This is an optimization exercise on Yosys and OpenROAD, whose aim is small area, a short achievable clock period and few clock cycles per item, not a production implementation.
Only simulation tests tie the RTL to the original design; equivalence was not proved.
Power figures rest on the tool's default switching activity, not on a simulated workload.

run A:
==> flow/design.v <==
module huf_table (
    input  wire        clk,
    input  wire        rst,             
    input  wire        in_valid,
    output wire        in_ready,
    input  wire [4:0]  in_sym,
    input  wire        in_last,         
    output wire        out_valid,
    input  wire        out_ready,
    output wire [4:0]  out_sym,         
    output wire [4:0]  out_len,         
    output wire [30:0] out_code,        
    output wire        out_error,       
    output wire        out_last         
);
    localparam S_CNT  = 2'd0;
    localparam S_WAIT = 2'd1;
    localparam S_RANK = 2'd2;
    localparam S_MRG  = 2'd3;
    integer i;
    function key_lt(input [11:0] a, input [4:0] at, input [11:0] b, input [4:0] bt);
        integer j;
        reg c;
        begin
            c = at < bt;
            for (j = 0; j < 12; j = j + 1)
                c = (a[j] ^ b[j]) ? b[j] : c;
            key_lt = c;
        end
    endfunction
    reg         rst_r;
    reg  [1:0]  st;
    reg         in_rdy;
    assign in_ready = in_rdy;
    wire        in_fire = in_valid && in_rdy;
    reg         s_v, s_last;
    reg  [4:0]  s_sym;
    reg         c_v, c_new, c_last;
    reg  [11:0] cnt  [0:31];            
    reg  [4:0]  ord  [0:31];            
    reg  [31:0] vld;                    
    reg  [5:0]  rk   [0:31];            
    reg  [5:0]  k;
    reg  [31:0] rsel;
    reg  [11:0] rd;
    reg  [4:0]  rid;
    always @* begin
        rd  = 12'd0;
        rid = 5'd0;
        for (i = 0; i < 32; i = i + 1) begin
            if (rsel[i]) begin
                rd  = rd | cnt[i];
                rid = rid | i[4:0];
            end
        end
    end
    reg  [31:0] hit;
    always @* begin
        for (i = 0; i < 32; i = i + 1)
            hit[i] = vld[i] && (ord[i] == s_sym);
    end
    wire        anyhit = |hit;
    wire [31:0] knew   = 32'd1 << k[4:0];
    reg  [5:0]  t;                      
    reg         r1, r2;                 
    reg  [4:0]  r1t;
    reg  [11:0] bw;
    reg  [4:0]  bt;
    reg  [5:0]  p;                      
    reg         x;                      
    reg  [1:0]  lq_n;
    reg  [11:0] lq_w  [0:2];
    reg  [4:0]  lq_id [0:2];
    reg  [4:0]  m;                      
    reg  [4:0]  h;                      
    reg  [11:0] q    [0:15];            
    reg  [4:0]  fc;
    reg  [5:0]  ip   [0:29];            
    reg  [31:0] msel;
    always @* begin
        for (i = 0; i < 32; i = i + 1)
            msel[i] = vld[i] && (rk[i][4:0] == p[4:0]);
    end
    wire [11:0] L1 = lq_w[0];
    wire [11:0] L2 = lq_w[1];
    wire [11:0] F1 = q[0];
    wire [11:0] F2 = q[1];
    wire        hasL1 = lq_n != 2'd0;
    wire        hasL2 = lq_n[1];
    wire        hasF1 = fc != 5'd0;
    wire        hasF2 = fc[4:1] != 4'd0;
    wire        firstL  = hasL1 && (!hasF1 || L1 <= F1);
    wire        secLL   = hasL2 && (!hasF1 || L2 <= F1);    
    wire        secFL   = hasL1 && (!hasF2 || L1 <= F2);    
    wire        lv_out  = (p == k) && !x;                   
    wire        mready  = hasL2 || lv_out || (lq_n == 2'd1 && !firstL);
    wire        mfire   = (st == S_MRG) && mready;
    wire        c_LL = firstL && secLL;
    wire        c_LF = (firstL && !secLL) || (!firstL && secFL);
    wire        c_FF = !firstL && !secFL;
    wire [1:0]  lpop = !mfire ? 2'd0 : c_LL ? 2'd2 : c_LF ? 2'd1 : 2'd0;
    wire [1:0]  fpop = !mfire ? 2'd0 : c_FF ? 2'd2 : c_LF ? 2'd1 : 2'd0;
    wire [11:0] s_LL = L1 + L2;
    wire [11:0] s_LF = L1 + F1;
    wire [11:0] s_FF = F1 + F2;
    wire [11:0] sum  = ({12{c_LL}} & s_LL) | ({12{c_LF}} & s_LF) | ({12{c_FF}} & s_FF);
    wire [1:0]  lq_left = lq_n - lpop;
    wire [1:0]  lq_fill = lq_left + {1'b0, x};              
    wire        issue = (st == S_MRG) && (p != k) && (lq_fill != 2'd3);
    wire        last_merge = (m == k[4:0] - 5'd2);
    reg         eb;                     
    reg         ew;                     
    reg  [4:0]  e;                      
    reg  [5:0]  ek;
    reg  [4:0]  cm;                     
    reg         ci;                     
    reg  [4:0]  ln;
    reg  [15:0] cd;
    reg         ov, oerr, olast;
    reg  [4:0]  osym;
    assign out_valid = ov;
    assign out_sym   = osym;
    assign out_len   = ln;
    assign out_code  = {15'd0, cd};
    assign out_error = oerr;
    assign out_last  = olast;
    wire   out_fire  = ov && out_ready;
    wire [5:0]  wv    = ci ? ip[cm] : rk[e];
    wire [4:0]  eroot = ek[4:0] - 5'd2;
    wire [4:0]  e1    = e + 5'd1;
    wire        q_load = mfire && last_merge;
    wire        q_sh1  = (mfire && fpop == 2'd1) || (out_fire && !olast && !e1[0]);
    wire        q_sh2  = mfire && fpop == 2'd2;
    always @(posedge clk) begin
        rst_r <= rst;
        if (rst) begin
            in_rdy <= 1'b0;
        end else if (rst_r) begin
            in_rdy <= 1'b1;
        end else begin
            if (in_fire && in_last)
                in_rdy <= 1'b0;
            if ((st == S_WAIT && !eb && k == 6'd1) || (mfire && last_merge))
                in_rdy <= 1'b1;
        end
    end
    always @(posedge clk) begin
        if (rst_r) begin
            st     <= S_CNT;
            s_v    <= 1'b0;
            c_v    <= 1'b0;
            vld    <= 32'd0;
            k      <= 6'd0;
            r1     <= 1'b0;
            r2     <= 1'b0;
            x      <= 1'b0;
            lq_n   <= 2'd0;
            eb     <= 1'b0;
            ew     <= 1'b0;
            ov     <= 1'b0;
        end else begin
            s_v <= in_fire;
            if (in_fire) begin
                s_sym  <= in_sym;
                s_last <= in_last;
            end
            c_v <= s_v;
            if (s_v) begin
                c_new  <= !anyhit;
                c_last <= s_last;
                rsel   <= anyhit ? hit : knew;
                if (!anyhit) begin
                    ord[k[4:0]] <= s_sym;
                    vld[k[4:0]] <= 1'b1;
                    k <= k + 6'd1;
                end
            end
            if (c_v) begin
                for (i = 0; i < 32; i = i + 1)
                    if (rsel[i]) cnt[i] <= c_new ? 12'd1 : rd + 12'd1;
                if (c_last)
                    st <= S_WAIT;
            end
            case (st)
            S_WAIT: begin
                if (!eb) begin
                    if (k == 6'd1) begin
                        eb    <= 1'b1;
                        ov    <= 1'b1;
                        oerr  <= 1'b1;
                        olast <= 1'b1;
                        osym  <= ord[0];
                        ln    <= 5'd0;
                        cd    <= 16'd0;
                        vld   <= 32'd0;
                        k     <= 6'd0;
                        st    <= S_CNT;
                    end else begin
                        for (i = 0; i < 32; i = i + 1)
                            rk[i] <= 6'd0;
                        t  <= 6'd0;
                        st <= S_RANK;
                    end
                end
            end
            S_RANK: begin
                r1  <= 1'b0;
                if (t != k) begin
                    rsel <= 32'd1 << t[4:0];
                    r1   <= 1'b1;
                    r1t  <= t[4:0];
                    t    <= t + 6'd1;
                end
                r2 <= r1;
                bw <= rd;
                bt <= r1t;
                if (r2 && !r1) begin
                    p    <= 6'd0;
                    x    <= 1'b0;
                    m    <= 5'd0;
                    h    <= 5'd0;
                    fc   <= 5'd0;
                    lq_n <= 2'd0;
                    st   <= S_MRG;
                end
            end
            S_MRG: begin
                if (mfire) begin
                    if (firstL) rk[lq_id[0]] <= {1'b0, m};
                    else        ip[h]        <= {1'b0, m};
                    if (c_LL)        rk[lq_id[1]]  <= {1'b1, m};
                    else if (c_LF) begin
                        if (firstL)  ip[h]         <= {1'b1, m};
                        else         rk[lq_id[0]]  <= {1'b1, m};
                    end else         ip[h + 5'd1]  <= {1'b1, m};
                    m <= m + 5'd1;
                    h <= h + fpop;
                    fc <= fc - fpop + 5'd1;
                    if (last_merge) begin
                        ek    <= k;
                        eb    <= 1'b1;
                        ew    <= 1'b1;
                        e     <= 5'd0;
                        ci    <= 1'b0;
                        ln    <= 5'd0;
                        cd    <= 16'd0;
                        oerr  <= 1'b0;
                        olast <= 1'b0;
                        osym  <= ord[0];
                        k     <= 6'd0;
                        st    <= S_CNT;
                    end
                end
                begin : lq_upd
                    reg [11:0] nw [0:2];
                    reg [4:0]  ni [0:2];
                    integer j;
                    for (j = 0; j < 3; j = j + 1) begin
                        nw[j] = lq_w[j];
                        ni[j] = lq_id[j];
                    end
                    if (lpop == 2'd1) begin
                        nw[0] = lq_w[1]; ni[0] = lq_id[1];
                        nw[1] = lq_w[2]; ni[1] = lq_id[2];
                    end else if (lpop == 2'd2) begin
                        nw[0] = lq_w[2]; ni[0] = lq_id[2];
                    end
                    if (x) begin
                        nw[lq_left] = rd;
                        ni[lq_left] = rid;
                    end
                    for (j = 0; j < 3; j = j + 1) begin
                        lq_w[j]  <= nw[j];
                        lq_id[j] <= ni[j];
                    end
                    lq_n <= lq_fill;
                end
                x <= issue;
                if (issue) begin
                    rsel <= msel;
                    p    <= p + 6'd1;
                    for (i = 0; i < 32; i = i + 1)
                        if (msel[i]) vld[i] <= 1'b0;
                end
            end
            default: ;
            endcase
            begin : q_upd
                integer j;
                for (j = 0; j < 16; j = j + 1) begin
                    if (q_load)
                        q[j] <= {2'b00, ord[2 * j + 1], ord[2 * j]};
                    else if (mfire && j == fc - fpop)
                        q[j] <= sum;
                    else if (q_sh1)
                        q[j] <= (j < 15) ? q[j + 1] : 12'd0;
                    else if (q_sh2)
                        q[j] <= (j < 14) ? q[j + 2] : 12'd0;
                end
            end
            if (r2) begin
                for (i = 0; i < 32; i = i + 1)
                    if (vld[i] && key_lt(bw, bt, cnt[i], i[4:0]))
                        rk[i][4:0] <= rk[i][4:0] + 5'd1;
            end
            if (ew) begin
                cd[ln] <= wv[5];
                ln     <= ln + 5'd1;
                if (wv[4:0] == eroot) begin
                    ew <= 1'b0;
                    ov <= 1'b1;
                end else begin
                    cm <= wv[4:0];
                    ci <= 1'b1;
                end
            end
            if (out_fire) begin
                ov <= 1'b0;
                if (olast) begin
                    eb <= 1'b0;
                end else begin
                    e     <= e1;
                    osym  <= e1[0] ? q[0][9:5] : q[1][4:0];
                    olast <= ({1'b0, e1} == ek - 6'd1);
                    ln    <= 5'd0;
                    cd    <= 16'd0;
                    ci    <= 1'b0;
                    ew    <= 1'b1;
                end
            end
        end
        if (rst)
            ov <= 1'b0;
    end
endmodule
Settings: LEC_CHECK=0, ABC_CLOCK_PERIOD_IN_PS=4000, CAP_MARGIN=30, CORE_MARGIN=2, CORE_UTILIZATION=40, SETUP_SLACK_MARGIN=5, SLEW_MARGIN=20; clock period 10.0 ns.
run.sh (not shown) runs the stock make flow with config.mk's settings and CLKGATE_MAP_FILE= SYNTH_SCRIPT=/design/flow/synth_recipe.tcl, a recipe that flattens the netlist after the stock synthesis.
Testbench counts of run A, summed over its fixed seeds: cycles 41,955, messages 128.
#### Input delta (run B over run A)
diff --git a/flow/design.v b/flow/design.v
--- a/flow/design.v
+++ b/flow/design.v
@@ -301,7 +301,7 @@
             if (r2) begin
                 for (i = 0; i < 32; i = i + 1)
                     if (vld[i] && key_lt(bw, bt, cnt[i], i[4:0]))
-                        rk[i][4:0] <= rk[i][4:0] + 5'd1;
+                        rk[i] <= rk[i] + 6'd1;
             end
             if (ew) begin
                 cd[ln] <= wv[5];
==> run notes <==
The lower met2 demand-to-capacity share in global routing of run A and run B is in run B. Run B vs run A: placer's final routability congestion estimate up by a few percent. Run B vs run A: global-route wire length before repair down by a few percent. The well-tap cell count in run B sits 98 below the value recorded for run A. Diff run A -> run B: area of placed instances went down; power has decreased; setup slack went down 0.082 ns; wire length per cell after detailed routing now smaller. Diff run A..run B | utilization after layout | negligible. Looking at final instance area, run B sits about 1.1% below run A.
Testbench counts of run B, summed over its fixed seeds: cycles 41,955, messages 128.

## separate check: timing with driven ports
In the flow no input, the clock included, has a driving cell. The finished layouts below were timed again as built, in two steps. Step 1, drivers: a clkbuf_16 drives clk and a buf_2 each remaining input, both assumed. Step 2 moves the port delays by t, midway between the first and last clock arrival at a register: inputs arrive t later, outputs are due t later. That takes back most of the time a late clock gives input paths. Slacks: no drivers / after step 1 / after step 2; pairs: no drivers / after step 1.
run	t, ns	setup slack, ns	clock arrival spread, ns	worst data-port slew with drivers (ns)	cell pins on the clock port's net
run A	0.915	4.992 / 4.992 / 4.331	0.048 / 0.047	0.03	1
run B	0.902	4.910 / 4.910 / 4.455	0.037 / 0.038	0.05	1
After both steps setup and hold are still met in every run listed. The setup slack of run A, which loses most, moves by 0.000 ns with the drivers and by -0.661 ns with both steps.
